From an optimization exercise on the open Yosys and OpenROAD flow, aimed at small area, a short achievable clock period and few clock cycles; shortcuts taken in it are not production practice.
Where RTL was checked, it was by simulation tests only, not by an equivalence proof against the original.
Power and IR drop assume default switching activity.

// dither_core
module dither_core (
    input  wire        clk,
    input  wire        rst,             
    input  wire        start,
    input  wire [1:0]  cfg_mode,        
    input  wire        cfg_invert,
    input  wire        cfg_frame,
    input  wire        cfg_pack,        
    input  wire [7:0]  cfg_threshold,
    input  wire [15:0] cfg_width,
    input  wire [15:0] cfg_height,
    output reg         busy,
    output reg         done,
    output reg         error,
    input  wire        in_valid,
    output reg         in_ready,
    input  wire [15:0] in_data,
    output reg         out_valid,
    input  wire        out_ready,
    output reg  [7:0]  out_data,
    output reg         out_last
);
For scale: ~3600 cells after synthesis, about 2000 flip-flops, ~52000 um^2 of cells after synthesis.
export LEC_CHECK = 0
export CAP_MARGIN = 20
export CORE_MARGIN = 2
export CORE_UTILIZATION = 50
export CTS_CLUSTER_DIAMETER = 80
export CTS_CLUSTER_SIZE = 25
export PLACE_DENSITY = 0.65
export SLEW_MARGIN = 20
create_clock -name core_clock -period 24.0 [get_ports {clk}]
standard.sh (not shown) runs the stock make flow with config.mk's settings and CLKGATE_MAP_FILE= SYNTH_SCRIPT=/design/flow/synth_recipe.tcl, a recipe that flattens the netlist after the stock synthesis.
==> flow/flow/run.sh <==
#!/bin/bash
# Own layout flow: the standard synthesis and ORFS steps, with the timing
# repair asked to keep a setup margin (the clock and constraints are the standard flow's).
set -euo pipefail
bash standard.sh synth > synth.log 2>&1
bash standard.sh SETUP_SLACK_MARGIN=18 "BUFFER_PORTS_ARGS=-buffer_cell sky130_fd_sc_hd__buf_2" \
  "CTS_ARGS=-sink_clustering_enable -repair_clock_nets -sink_clustering_size 40 -sink_clustering_max_diameter 60 -dont_use_dummy_load -sink_clustering_buffer sky130_fd_sc_hd__clkbuf_16" \
  finish > layout.log 2>&1
The first run produced a clean layout.
Testbench counts at the start, summed over its fixed seeds: cycles 111,708.
==> next run, changes <==
--- a/flow/flow/run.sh
+++ b/flow/flow/run.sh
@@ -7 +7 @@
-  "CTS_ARGS=-sink_clustering_enable -repair_clock_nets -sink_clustering_size 40 -sink_clustering_max_diameter 60 -dont_use_dummy_load -sink_clustering_buffer sky130_fd_sc_hd__clkbuf_16" \
+  "CTS_ARGS=-sink_clustering_enable -repair_clock_nets -sink_clustering_size 20 -sink_clustering_max_diameter 60 -dont_use_dummy_load -sink_clustering_buffer sky130_fd_sc_hd__clkbuf_8" \
Effect: Cell count rose by 0.51%; total power fell by 4.9%; design area fell by 1.1%; core utilization fell by 0.61 points; worst setup slack gets worse by 0.017 ns; worst hold slack gets better by 0.016 ns; clock power fell by 15%; wire length stays flat.
==> next run, changes <==
CORE_UTILIZATION = 70   (was 50)
CTS_CLUSTER_DIAMETER = default   (was 80)
CTS_CLUSTER_SIZE = default   (was 25)
PLACE_DENSITY = 0.82   (was 0.65)
Clock-buffer cell count drops by 5; global-route usage climbs by 7.5 points; sequential share of layout area climbs by 0.76 points; setup slack is better by 0.034 ns; area after synthesis stays the same; total power drops by 0.49%; first-iteration DRC count climbs by 4.3%.
==> next run, changes <==
--- a/flow/flow/run.sh
+++ b/flow/flow/run.sh
@@ -6 +6 @@
-bash standard.sh SETUP_SLACK_MARGIN=18 "BUFFER_PORTS_ARGS=-buffer_cell sky130_fd_sc_hd__buf_2" \
+bash standard.sh SETUP_SLACK_MARGIN=18 SETUP_MOVE_SEQUENCE=unbuffer,sizeup,swap,clone,split "BUFFER_PORTS_ARGS=-buffer_cell sky130_fd_sc_hd__buf_2" \
CORE_UTILIZATION = 60   (was 70)
PLACE_DENSITY = 0.75   (was 0.82)
=>
- The changed run finished clean
- routed wire length went down by 4.5%
- clock-buffer cell count went up by 2
- final area went up by 0.36%
- setup slack degrades by 0.019 ns
- die area went up by 16%
- critical path depth does not change
- sequential share of layout area went down by 0.27 points
- sequential power hardly moves
==> next run, changes <==
--- a/flow/flow/run.sh
+++ b/flow/flow/run.sh
@@ -6 +6 @@
-bash standard.sh SETUP_SLACK_MARGIN=18 SETUP_MOVE_SEQUENCE=unbuffer,sizeup,swap,clone,split "BUFFER_PORTS_ARGS=-buffer_cell sky130_fd_sc_hd__buf_2" \
+bash standard.sh SETUP_SLACK_MARGIN=18 "BUFFER_PORTS_ARGS=-buffer_cell sky130_fd_sc_hd__buf_2" \
Outcome:
- The changed run completed with no timing, DRC or antenna violations
- design area is about the same
- area after synthesis is unchanged
- power is about the same
- via count hardly moves
- final cell count hardly moves
- global-route usage does not change
- non-clock buffer count goes up by 2
- wire length hardly moves
- sequential cell count stays the same
- first-iteration DRC count hardly moves
- hold slack barely changes

* * *

dither_core, a different RTL version from the one above (not shown whole).
Size in the first run: roughly 3400 cells after synthesis, roughly 2000 flip-flops, ~80 I/O pins, ~51000 um2 of cells after synthesis.
==> flow/config.mk <==
export PLATFORM = sky130hd
export DESIGN_NAME = dither_core
export DESIGN_NICKNAME = dither_core
export VERILOG_FILES = /design/flow/design.v
export SDC_FILE = /design/flow/constraint.sdc
export NUM_CORES = 8
export LEC_CHECK = 0
export CAP_MARGIN = 20
export CORE_MARGIN = 2
export CORE_UTILIZATION = 50
export CTS_CLUSTER_DIAMETER = 80
export CTS_CLUSTER_SIZE = 25
export PLACE_DENSITY = 0.65
export SLEW_MARGIN = 20
==> flow/constraint.sdc <==
create_clock -name core_clock -period 24.0 [get_ports {clk}]
set_input_delay 4.8000 -clock core_clock [delete_from_list [all_inputs] [get_ports {clk}]]
set_output_delay 4.8000 -clock core_clock [all_outputs]
set_load 0.01 [all_outputs]
==> flow/flow/run.sh <==
#!/bin/bash
# Own layout flow: the standard synthesis and ORFS steps, with the timing
# repair asked to keep a setup margin (the clock and constraints are the standard flow's).
set -euo pipefail
bash standard.sh synth > synth.log 2>&1
bash standard.sh SETUP_SLACK_MARGIN=18 SETUP_MOVE_SEQUENCE=unbuffer,sizeup,swap,clone,split "BUFFER_PORTS_ARGS=-buffer_cell sky130_fd_sc_hd__buf_2" \
  "CTS_ARGS=-sink_clustering_enable -repair_clock_nets -sink_clustering_size 20 -sink_clustering_max_diameter 60 -dont_use_dummy_load -sink_clustering_buffer sky130_fd_sc_hd__clkbuf_8" \
  finish > layout.log 2>&1
The first run finished clean.
Change:
==> flow/flow/run.sh (replaced) <==
#!/bin/bash
# Own layout flow: the standard synthesis and ORFS steps, with the timing
# repair asked to keep a setup margin (the clock and constraints are the standard flow's).
set -euo pipefail
bash standard.sh synth > synth.log 2>&1
bash standard.sh SETUP_SLACK_MARGIN=18 "BUFFER_PORTS_ARGS=-buffer_cell sky130_fd_sc_hd__buf_2" \
  "CTS_ARGS=-sink_clustering_enable -repair_clock_nets -sink_clustering_size 20 -sink_clustering_max_diameter 60 -dont_use_dummy_load -sink_clustering_buffer sky130_fd_sc_hd__clkbuf_8" \
  finish > layout.log 2>&1
Result: Final area goes up slightly. Routed wire length goes up slightly. Non-clock buffer count goes up by 41. Die area is unchanged. Cell count goes up slightly. Critical path depth goes up by 3. Sequential cell count stays the same. Power hardly moves. Via count goes up slightly. Sequential share of layout area goes down by 0.62 points. Worst setup slack gets better by 290 ps.
No run of this note included a check of the RTL's function; only the layout flow was run.

* * *

Another version of the RTL of dither_core (not shown whole).
Size: roughly 3500 cells after synthesis, about 2000 flip-flops, roughly 80 I/O pins, ~51000 sq um of cells after synthesis.
Settings: LEC_CHECK=0, CAP_MARGIN=20, CORE_MARGIN=2, CORE_UTILIZATION=60, PLACE_DENSITY=0.75, SLEW_MARGIN=20; clock period 24.0 ns.
==> flow/flow/run.sh <==
#!/bin/bash
# Own layout flow: the standard synthesis and ORFS steps, with the timing
# repair asked to keep a setup margin (the clock and constraints are the standard flow's).
set -euo pipefail
bash standard.sh synth > synth.log 2>&1
bash standard.sh SETUP_SLACK_MARGIN=18 "BUFFER_PORTS_ARGS=-buffer_cell sky130_fd_sc_hd__buf_2" \
  "CTS_ARGS=-sink_clustering_enable -repair_clock_nets -sink_clustering_size 40 -sink_clustering_max_diameter 40 -dont_use_dummy_load -sink_clustering_buffer sky130_fd_sc_hd__clkbuf_16" \
  finish > layout.log 2>&1
The baseline completed with no timing, DRC or antenna violations.
Testbench counts at the start, summed over its fixed seeds: cycles 111,708.
Rerun with:
==> flow/flow/run.sh (replaced) <==
#!/bin/bash
# Own layout flow: the standard synthesis and ORFS steps, with the timing
# repair asked to keep a setup margin (the clock and constraints are the standard flow's).
set -euo pipefail
bash standard.sh synth > synth.log 2>&1
bash standard.sh SETUP_SLACK_MARGIN=18 "BUFFER_PORTS_ARGS=-buffer_cell sky130_fd_sc_hd__buf_2" \
  "CTS_ARGS=-sink_clustering_enable -repair_clock_nets -sink_clustering_size 20 -sink_clustering_max_diameter 60 -dont_use_dummy_load -sink_clustering_buffer sky130_fd_sc_hd__clkbuf_8" \
  finish > layout.log 2>&1
=> The changed run completed without violations. Synthesized cell count is unchanged. First-iteration DRC count grows by about 2%. Die area stays the same. Worst setup slack gets better by 0.10 ns. Register-to-register slack gets better by 0.02 ns. Hold slack gains 0.039 ns. Via count drops by 2.1%. Routed wire length drops by 7.6%. Area after synthesis is unchanged. Count of clock-buffer cells in the layout decreases by 25. Cell count shrinks by about 0.46%.
Rerun with:
--- a/flow/flow/run.sh
+++ b/flow/flow/run.sh
@@ -4,5 +4,5 @@
 set -euo pipefail
 bash standard.sh synth > synth.log 2>&1
-bash standard.sh SETUP_SLACK_MARGIN=18 "BUFFER_PORTS_ARGS=-buffer_cell sky130_fd_sc_hd__buf_2" \
+bash standard.sh SETUP_SLACK_MARGIN=18 DONT_BUFFER_PORTS=1 PRE_RESIZE_TCL=$PWD/flow/ports.tcl \
   "CTS_ARGS=-sink_clustering_enable -repair_clock_nets -sink_clustering_size 20 -sink_clustering_max_diameter 60 -dont_use_dummy_load -sink_clustering_buffer sky130_fd_sc_hd__clkbuf_8" \
   finish > layout.log 2>&1
==> flow/flow/ports.tcl (new file) <==
# Buffer every port: inputs with the smallest buffer, outputs with a buf_4.
buffer_ports -inputs -buffer_cell sky130_fd_sc_hd__buf_1
buffer_ports -outputs -buffer_cell sky130_fd_sc_hd__buf_4
After rerunning:
- The changed run passed the timing, DRC and antenna checks
- utilization is about the same
- cell area hardly moves
- maximum frequency shrinks by 0.84%
- worst setup slack is worse by 0.051 ns
- critical path depth stays the same
- routed wire length rose by 2.4%
- clock-buffer cell count grows by 3
- die area stays the same
- synthesized area stays the same
Rerun with:
==> flow/flow/run.sh (replaced) <==
#!/bin/bash
# Own layout flow: the standard synthesis and ORFS steps, with the timing
# repair asked to keep a setup margin (the clock and constraints are the standard flow's).
set -euo pipefail
bash standard.sh synth > synth.log 2>&1
bash standard.sh SETUP_SLACK_MARGIN=18 "BUFFER_PORTS_ARGS=-buffer_cell sky130_fd_sc_hd__buf_2" \
  "CTS_ARGS=-sink_clustering_enable -repair_clock_nets -sink_clustering_size 30 -sink_clustering_max_diameter 45 -dont_use_dummy_load -sink_clustering_buffer sky130_fd_sc_hd__clkbuf_16" \
  finish > layout.log 2>&1
removed: flow/flow/ports.tcl
Sequential share of layout area goes down by 1.7 points. Clock-buffer cell count goes up by 3. Die area is unchanged. First-iteration DRC count goes down by 2.3%.
Rerun with:
==> flow/flow/run.sh (replaced) <==
#!/bin/bash
# Own layout flow: the standard synthesis and ORFS steps, with the timing
# repair asked to keep a setup margin (the clock and constraints are the standard flow's).
set -euo pipefail
bash standard.sh synth > synth.log 2>&1
bash standard.sh SETUP_SLACK_MARGIN=18 DONT_BUFFER_PORTS=1 PRE_GLOBAL_PLACE_TCL=$PWD/flow/ports.tcl \
  "CTS_ARGS=-sink_clustering_enable -repair_clock_nets -sink_clustering_size 20 -sink_clustering_max_diameter 60 -dont_use_dummy_load -sink_clustering_buffer sky130_fd_sc_hd__clkbuf_8" \
  finish > layout.log 2>&1
==> flow/flow/ports.tcl (new file) <==
# Buffer every port: inputs with the smallest buffer, outputs with a buf_4.
buffer_ports -inputs -buffer_cell sky130_fd_sc_hd__buf_1
buffer_ports -outputs -buffer_cell sky130_fd_sc_hd__buf_2
Clock-buffer cell count went down by 4.
Die area does not change.
Non-clock buffer count went down by 79.
Hold slack improves by 0.023 ns.
Wire length went down by a few percent.
First-iteration DRC count went down by roughly a tenth.
Sequential power hardly moves.
Synthesized cell count does not change.

* * *

Setup of rev 12:
Another version of the RTL of dither_core (not shown whole).
For scale: ~3600 cells after synthesis, ~80 I/O pins, ~0.053 mm^2 of cells after synthesis.
==> flow/config.mk <==
export PLATFORM = sky130hd
export DESIGN_NAME = dither_core
export DESIGN_NICKNAME = dither_core
export VERILOG_FILES = /design/flow/design.v
export SDC_FILE = /design/flow/constraint.sdc
export NUM_CORES = 8
export LEC_CHECK = 0
export CAP_MARGIN = 20
export CORE_MARGIN = 2
export CORE_UTILIZATION = 50
export CTS_CLUSTER_DIAMETER = 80
export CTS_CLUSTER_SIZE = 25
export PLACE_DENSITY = 0.65
export SLEW_MARGIN = 20
==> flow/constraint.sdc <==
create_clock -name core_clock -period 24.0 [get_ports {clk}]
set_input_delay 4.8000 -clock core_clock [delete_from_list [all_inputs] [get_ports {clk}]]
set_output_delay 4.8000 -clock core_clock [all_outputs]
set_load 0.01 [all_outputs]
==> flow/flow/run.sh <==
#!/bin/bash
# Own layout flow: the standard synthesis and ORFS steps, with the timing
# repair asked to keep a setup margin (the clock and constraints are the standard flow's).
set -euo pipefail
bash standard.sh synth > synth.log 2>&1
bash standard.sh SETUP_SLACK_MARGIN=18 "BUFFER_PORTS_ARGS=-buffer_cell sky130_fd_sc_hd__buf_2" \
  "CTS_ARGS=-sink_clustering_enable -repair_clock_nets -sink_clustering_size 20 -sink_clustering_max_diameter 60 -dont_use_dummy_load -sink_clustering_buffer sky130_fd_sc_hd__clkbuf_8" \
  finish > layout.log 2>&1
Rev 12: PASS, flow complete, no timing, DRC or antenna violations
#### Input delta (rev 13 over rev 12)
==> flow/flow/run.sh <==
#!/bin/bash
# Own layout flow: the standard synthesis and ORFS steps, with the timing
# repair asked to keep a setup margin (the clock and constraints are the standard flow's).
set -euo pipefail
bash standard.sh synth > synth.log 2>&1
bash standard.sh SETUP_SLACK_MARGIN=18 "BUFFER_PORTS_ARGS=-buffer_cell sky130_fd_sc_hd__buf_2" \
  "CTS_ARGS=-sink_clustering_enable -repair_clock_nets -sink_clustering_size 25 -sink_clustering_max_diameter 80 -dont_use_dummy_load" \
  finish > layout.log 2>&1
### Flow results
- Rev 13 ended with more critical path depth than rev 12.
- Design area, rev 13 and rev 12, higher one = rev 13.
- Compared with rev 12, rev 13 shows via count of the first global-routing pass that has gone down slightly.
- Comparing rev 13 with rev 12, the overall via count from detail_route came out essentially unchanged.
- The met2 track utilization from global routing was comparable across rev 13 and rev 12.
- Rev 13 and rev 12 ended up with roughly the same area fraction in and, or, nand and nor cells after synthesis.
- As of rev 13, met3 wire length had fallen by more than 10% compared to rev 12.
- Fmax deteriorates in rev 13 relative to rev 12.
- Total power of the final layout was higher in the run labelled rev 13.
No functional check of the RTL was part of any run of this note.

* * *

P:
dither_core with an RTL version that a note above also has.
Size: roughly 3500 cells after synthesis, about 2000 flip-flops.
==> flow/config.mk <==
export PLATFORM = sky130hd
export DESIGN_NAME = dither_core
export DESIGN_NICKNAME = dither_core
export VERILOG_FILES = /design/flow/design.v
export SDC_FILE = /design/flow/constraint.sdc
export NUM_CORES = 8
export LEC_CHECK = 0
export CAP_MARGIN = 20
export CORE_MARGIN = 2
export CORE_UTILIZATION = 60
export PLACE_DENSITY = 0.75
export SLEW_MARGIN = 20
==> flow/constraint.sdc <==
create_clock -name core_clock -period 24.0 [get_ports {clk}]
set_input_delay 4.8000 -clock core_clock [delete_from_list [all_inputs] [get_ports {clk}]]
set_output_delay 4.8000 -clock core_clock [all_outputs]
set_load 0.01 [all_outputs]
==> flow/flow/run.sh <==
#!/bin/bash
# Own layout flow: the standard synthesis and ORFS steps, with the timing
# repair asked to keep a setup margin (the clock and constraints are the standard flow's).
set -euo pipefail
bash standard.sh synth > synth.log 2>&1
bash standard.sh SETUP_SLACK_MARGIN=18 DONT_BUFFER_PORTS=1 PRE_RESIZE_TCL=$PWD/flow/ports.tcl \
  "CTS_ARGS=-sink_clustering_enable -repair_clock_nets -sink_clustering_size 20 -sink_clustering_max_diameter 60 -dont_use_dummy_load -sink_clustering_buffer sky130_fd_sc_hd__clkbuf_8" \
  finish > layout.log 2>&1
==> flow/flow/ports.tcl <==
# Buffer every port: inputs with the smallest buffer, outputs with a buf_4.
buffer_ports -inputs -buffer_cell sky130_fd_sc_hd__buf_1
buffer_ports -outputs -buffer_cell sky130_fd_sc_hd__buf_2
Testbench counts of P, summed over its fixed seeds: cycles 111,708.
Input-level comparison between Q and P:
==> flow/flow/run.sh <==
#!/bin/bash
# Own layout flow: the standard synthesis and ORFS steps, with the timing
# repair asked to keep a setup margin (the clock and constraints are the standard flow's).
set -euo pipefail
bash standard.sh synth > synth.log 2>&1
bash standard.sh SETUP_SLACK_MARGIN=18 "BUFFER_PORTS_ARGS=-buffer_cell sky130_fd_sc_hd__buf_2" \
  "CTS_ARGS=-sink_clustering_enable -repair_clock_nets -sink_clustering_size 20 -sink_clustering_max_diameter 60 -dont_use_dummy_load -sink_clustering_buffer sky130_fd_sc_hd__clkbuf_8 -distance_between_buffers 400" \
  finish > layout.log 2>&1
removed: flow/flow/ports.tcl
--- outcome ---
In the reports for P and Q, the smaller global-route met3 utilization belongs to P. Looking at leakage power, Q sits about 0.9% above P. There was hardly any difference in count of non-filler cells in the finished layout between P and Q. Clock period minus worst slack delta for Q relative to P: 32 ps lower. The run with more routed wire is P, not Q. Looking at P and Q, the sequential share of layout area is a wash. The run showing the smaller part of the power in combinational logic is P.
Input changes introduced in R (baseline for comparison: Q):
==> flow/flow/run.sh <==
#!/bin/bash
# Own layout flow: the standard synthesis and ORFS steps, with the timing
# repair asked to keep a setup margin (the clock and constraints are the standard flow's).
set -euo pipefail
bash standard.sh synth > synth.log 2>&1
bash standard.sh SETUP_SLACK_MARGIN=18 DONT_BUFFER_PORTS=1 PRE_GLOBAL_PLACE_TCL=$PWD/flow/ports.tcl \
  "CTS_ARGS=-sink_clustering_enable -repair_clock_nets -sink_clustering_size 20 -sink_clustering_max_diameter 60 -dont_use_dummy_load -sink_clustering_buffer sky130_fd_sc_hd__clkbuf_8" \
  finish > layout.log 2>&1
==> flow/flow/ports.tcl (new file) <==
# Buffer every port: inputs with the smallest buffer, outputs with a buf_4.
buffer_ports -inputs -buffer_cell sky130_fd_sc_hd__buf_1
buffer_ports -outputs -buffer_cell sky130_fd_sc_hd__buf_4
==> comparison <==
[compare] base=Q new=R: number of cells on the critical path went down, clock skew essentially unchanged.
Clock-buffer cell count, Q and R, higher one = R.

## port drivers added, routing unchanged
No port has a modelled driver above. Below, the same layouts with a new extraction and two added sets of constraints. Step 1 assumes that a clkbuf_16 drives the clock port and a buf_2 every other input. Step 2 moves the port delays by t, midway between the first and last clock arrival at a register: inputs arrive t later, outputs are due t later. That takes back most of the time a late clock gives input paths. Slacks: no drivers / after step 1 / after step 2; pairs: no drivers / after step 1.
run	shift t [ns]	setup WS [ns]	worst setup path at the end	latest minus earliest clock arrival (ns)	worst register clock-pin slew, ns
the first run of note 1	0.714	18.005 / 17.940 / 17.602	input to register	0.137 / 0.137	0.13 / 0.13
the second run of note 1	0.699	17.988 / 17.923 / 17.583	input to register	0.094 / 0.095	0.11 / 0.11
the third run of note 1	0.671	18.022 / 17.961 / 17.652	input to register	0.096 / 0.096	0.12 / 0.12
the fourth run of note 1	0.689	18.003 / 17.941 / 17.638	input to register	0.094 / 0.094	0.12 / 0.12
the fifth run of note 1	0.690	18.005 / 17.943 / 17.640	input to register	0.092 / 0.093	0.12 / 0.12
the first run of note 2	0.680	17.014 / 17.014 / 17.014	register to register	0.086 / 0.086	0.12 / 0.12
the second run of note 2	0.680	17.309 / 17.309 / 17.309	register to register	0.089 / 0.088	0.12 / 0.12
the first run of note 3	0.776	17.933 / 17.862 / 17.841	input to register	0.116 / 0.116	0.10 / 0.10
the second run of note 3	0.683	18.037 / 17.972 / 17.810	input to register	0.065 / 0.065	0.11 / 0.11
the third run of note 3	0.681	17.987 / 17.917 / 17.822	input to register	0.097 / 0.097	0.12 / 0.12
the fourth run of note 3	0.731	17.993 / 17.925 / 17.805	input to register	0.129 / 0.129	0.11 / 0.11
the fifth run of note 3	0.692	18.146 / 18.079 / 17.918	input to register	0.076 / 0.075	0.12 / 0.12
rev 12	0.703	18.020 / 17.944 / 17.379	input to register	0.090 / 0.090	0.11 / 0.11
rev 13	0.727	17.991 / 17.934 / 17.313	input to register	0.084 / 0.084	0.10 / 0.10
P	0.673	18.006 / 17.943 / 17.795	input to register	0.104 / 0.104	0.12 / 0.12
Q	0.683	18.037 / 17.972 / 17.810	input to register	0.065 / 0.065	0.11 / 0.11
R	0.692	18.146 / 18.079 / 17.918	input to register	0.076 / 0.075	0.12 / 0.12
After both steps every run listed still meets setup and hold. For rev 13, which loses most, drivers alone change the setup slack by -0.057 ns; drivers and shift together by -0.678 ns.
